This is an optimization exercise on Yosys and OpenROAD, whose aim is small area, a short achievable clock period and few clock cycles, not a production implementation. At most, simulation tests tie the RTL to the original design; equivalence was not proved. Power is estimated from default activity; no workload was simulated.

## job 3467
## ung5_rxdec
module ung5_rxdec (
    input  wire        clk,
    input  wire        rst,
    input  wire        start,
    input  wire [7:0]  start_addr,
    input  wire [15:0] start_total,
    input  wire        rx_valid,
    input  wire [7:0]  rx_data,
    output wire        rx_ready,
    input  wire        tick,
    input  wire        dec_start,
    input  wire [5:0]  buf_idx,
    output wire [7:0]  buf_data,
    output wire [1:0]  rx_state,
    output wire [2:0]  rx_reason,
    output wire [6:0]  rx_len,
    output wire [3:0]  err_code,
    output wire        dec_valid,
    output wire [1:0]  dec_kind,
    output wire [1:0]  dec_why,
    output wire [1:0]  dec_class,
    output wire [7:0]  dec_addr,
    output wire [7:0]  dec_ctrl,
    output wire [7:0]  dec_length,
    output wire [7:0]  dec_opc,
    output wire [15:0] dec_crc,
    output wire        dec_etx_ok,
    output wire        dec_stop_ok,
    output wire        dec_addr_ok
);
Size: ~1800 cells after synthesis.
export LEC_CHECK = 0
export CAP_MARGIN = 20
export CORE_MARGIN = 2
export CORE_UTILIZATION = 45
export CTS_BUF_LIST = sky130_fd_sc_hd__clkbuf_4 sky130_fd_sc_hd__clkbuf_8
export PLACE_DENSITY = 0.65
export SETUP_SLACK_MARGIN = 2.5
export SLEW_MARGIN = 20
export SYNTH_HIERARCHICAL = 1
create_clock -name core_clock -period 7.5 [get_ports {clk}]
standard.sh (not shown) runs the stock make flow with config.mk's settings and CLKGATE_MAP_FILE= SYNTH_SCRIPT=/design/flow/synth_recipe.tcl, a recipe that flattens the netlist after the stock synthesis.
==> flow/flow/run.sh <==
#!/bin/bash
# The standard layout (the standard.sh: standard synthesis, floorplan,
# placement, CTS, routing), with every input and output port buffered by
# sky130_fd_sc_hd__buf_2 instead of the cell buffer_ports picks by itself.
# make's full output goes to flow_make.log here; ORFS keeps each step's log
# under orfs/logs/.
set -euo pipefail
export BUFFER_PORTS_ARGS="-buffer_cell sky130_fd_sc_hd__buf_2"
bash standard.sh > flow_make.log 2>&1
Testbench counts of job 3467, summed over its fixed seeds: cycles 28,368.
Here is what was changed in the inputs of job 8937 compared with job 3467.
Settings: CORE_UTILIZATION now 30, was 45; PLACE_DENSITY now 0.5, was 0.65.
--- a/flow/flow/run.sh
+++ b/flow/flow/run.sh
@@ -4 +4,2 @@
-# sky130_fd_sc_hd__buf_2 instead of the cell buffer_ports picks by itself.
+# sky130_fd_sc_hd__buf_2 instead of the cell buffer_ports picks by itself,
+# and clock tree synthesis without dummy loads.
@@ -8,0 +10 @@
+export CTS_ARGS="-sink_clustering_enable -repair_clock_nets -dont_use_dummy_load -buf_list {sky130_fd_sc_hd__clkbuf_4 sky130_fd_sc_hd__clkbuf_8}"
### Flow results
Job 8937 and job 3467 ended up with roughly the same final instance area. Relative to job 3467, detailed-route via count has decreased by about 2.2% in job 8937. Measured against each other, job 3467 and job 8937 differ in worst slew margin relative to its limit, the lower figure coming from job 3467. Job 8937 against job 3467: power lost 5.4%; power per standard cell area fell 14 mW/mm^2; buffering overhead went down 0.42 points; non-clock buffer count lost 8. Comparing job 3467 and job 8937, the higher worst hold slack after final layout is on job 3467. First-iteration DRC count, job 3467 and job 8937, higher one = job 3467.
For job 1839, these inputs were changed with respect to job 8937:
--- a/flow/flow/run.sh
+++ b/flow/flow/run.sh
@@ -4,2 +4 @@
-# sky130_fd_sc_hd__buf_2 instead of the cell buffer_ports picks by itself,
-# and clock tree synthesis without dummy loads.
+# sky130_fd_sc_hd__buf_2 instead of the cell buffer_ports picks by itself.
@@ -10 +8,0 @@
-export CTS_ARGS="-sink_clustering_enable -repair_clock_nets -dont_use_dummy_load -buf_list {sky130_fd_sc_hd__clkbuf_4 sky130_fd_sc_hd__clkbuf_8}"
[summary]
- On first-pass GRT wire length: between job 8937 and job 1839, it ends up higher for job 1839.
- Job 8937 → job 1839: headroom to the max-slew limit increased by 0.63 points relative to the old numbers; final standard cell area without fillers climbed 520 um^2; fraction of the cycle the final worst path needs has increased; count of boundary I/O pins shows no meaningful change.
- Delta (job 1839 minus job 8937): clock power share grew by 5.5 points; layout overhead on the synthesized area grew by 1.9 points.
Here is what was changed in the inputs of job 141 compared with job 1839.
--- a/flow/flow/run.sh
+++ b/flow/flow/run.sh
@@ -4 +4,2 @@
-# sky130_fd_sc_hd__buf_2 instead of the cell buffer_ports picks by itself.
+# sky130_fd_sc_hd__buf_2 instead of the cell buffer_ports picks by itself,
+# and clock tree synthesis without dummy loads.
@@ -8,0 +10 @@
+export CTS_ARGS="-sink_clustering_enable -repair_clock_nets -dont_use_dummy_load -sink_clustering_size 16 -sink_clustering_max_diameter 60 -buf_list {sky130_fd_sc_hd__clkbuf_4 sky130_fd_sc_hd__clkbuf_8}"
Results
Delay of the slowest critical-path stage was higher in the run labelled job 1839. Job 141 vs job 1839 — total area of multi-input combinational cells climbed by a few percent. From job 1839 to job 141 the numbers moved as follows: total buffers and inverters traversed by the critical path moved up, number of standard cells in the final layout excluding fillers went down, part of the cycle the worst path needs now larger. Job 141 reports its cell with the largest stage delay on the worst path as sky130_fd_sc_hd__a22oi_2 while job 1839 reports sky130_fd_sc_hd__xor3_4.

---

== run A ==
Another version of the RTL of ung5_rxdec (not shown whole).
Size in the first run: about 1800 cells after synthesis, roughly 630 flip-flops, roughly 26000 um^2 of cells after synthesis.
export LEC_CHECK = 0
export CAP_MARGIN = 20
export CORE_MARGIN = 2
export CORE_UTILIZATION = 30
export CTS_BUF_LIST = sky130_fd_sc_hd__clkbuf_4 sky130_fd_sc_hd__clkbuf_8
export PLACE_DENSITY = 0.5
export SETUP_SLACK_MARGIN = 2.5
export SLEW_MARGIN = 20
create_clock -name core_clock -period 7.5 [get_ports {clk}]
run.sh (not shown) runs the stock make flow with config.mk's settings and CLKGATE_MAP_FILE= SYNTH_SCRIPT=/design/flow/synth_recipe.tcl, a recipe that flattens the netlist after the stock synthesis.
Stock flow here: none of the scripts above is used.
The following lists how run B was set up differently from run A:
--- a/flow/config.mk
+++ b/flow/config.mk
@@ -11 +10,0 @@
-export CTS_BUF_LIST = sky130_fd_sc_hd__clkbuf_4 sky130_fd_sc_hd__clkbuf_8
@@ -13 +12 @@
-export SETUP_SLACK_MARGIN = 2.5
+export SETUP_SLACK_MARGIN = 3.0
### Flow results
Count of buffers added by post-CTS timing repair for setup: lower on run A. In the flow results for run A and run B, the sequential fraction of design power is smaller on run B. On run B: area added between synthesis and finish is 4.5 points higher than what run A gave.
Function was not checked in any run of this note: the RTL went through the layout flow alone.

## port drivers added, routing unchanged
Ports are ideal in the flow. The routed layouts listed here were re-timed in OpenROAD. Step 1 (the two cells are an assumption about what drives the block):
set clk [get_ports {clk}]
set_driving_cell -lib_cell sky130_fd_sc_hd__clkbuf_16 $clk
set_driving_cell -lib_cell sky130_fd_sc_hd__buf_2 [delete_from_list [all_inputs] $clk]
Step 2 also shifts input and output timing later by t, the mid clock arrival at the registers, as if the neighbouring blocks saw the same clock. a / b / c = ideal / step 1 / step 2; a / b = the first two.
| run | t (ns) | setup slack, ns | worst hold slack (ns) |
|---|---|---|---|
| job 3467 | 0.754 | 2.300 / 2.253 / 2.253 | 0.431 / 0.431 / 0.431 |
| job 8937 | 0.738 | 2.350 / 2.293 / 2.293 | 0.401 / 0.401 / 0.401 |
| job 1839 | 0.766 | 2.329 / 2.275 / 2.275 | 0.428 / 0.428 / 0.428 |
| job 141 | 0.767 | 2.285 / 2.228 / 2.228 | 0.376 / 0.376 / 0.376 |
| run A | 0.780 | 2.130 / 2.092 / 1.991 | 0.436 / 0.436 / 0.436 |
| run B | 0.670 | 2.137 / 2.071 / 2.071 | 0.412 / 0.412 / 0.412 |
After both steps every run listed still meets setup and hold. The setup slack of run A, which loses most, moves by -0.038 ns with the drivers and by -0.139 ns with both steps.
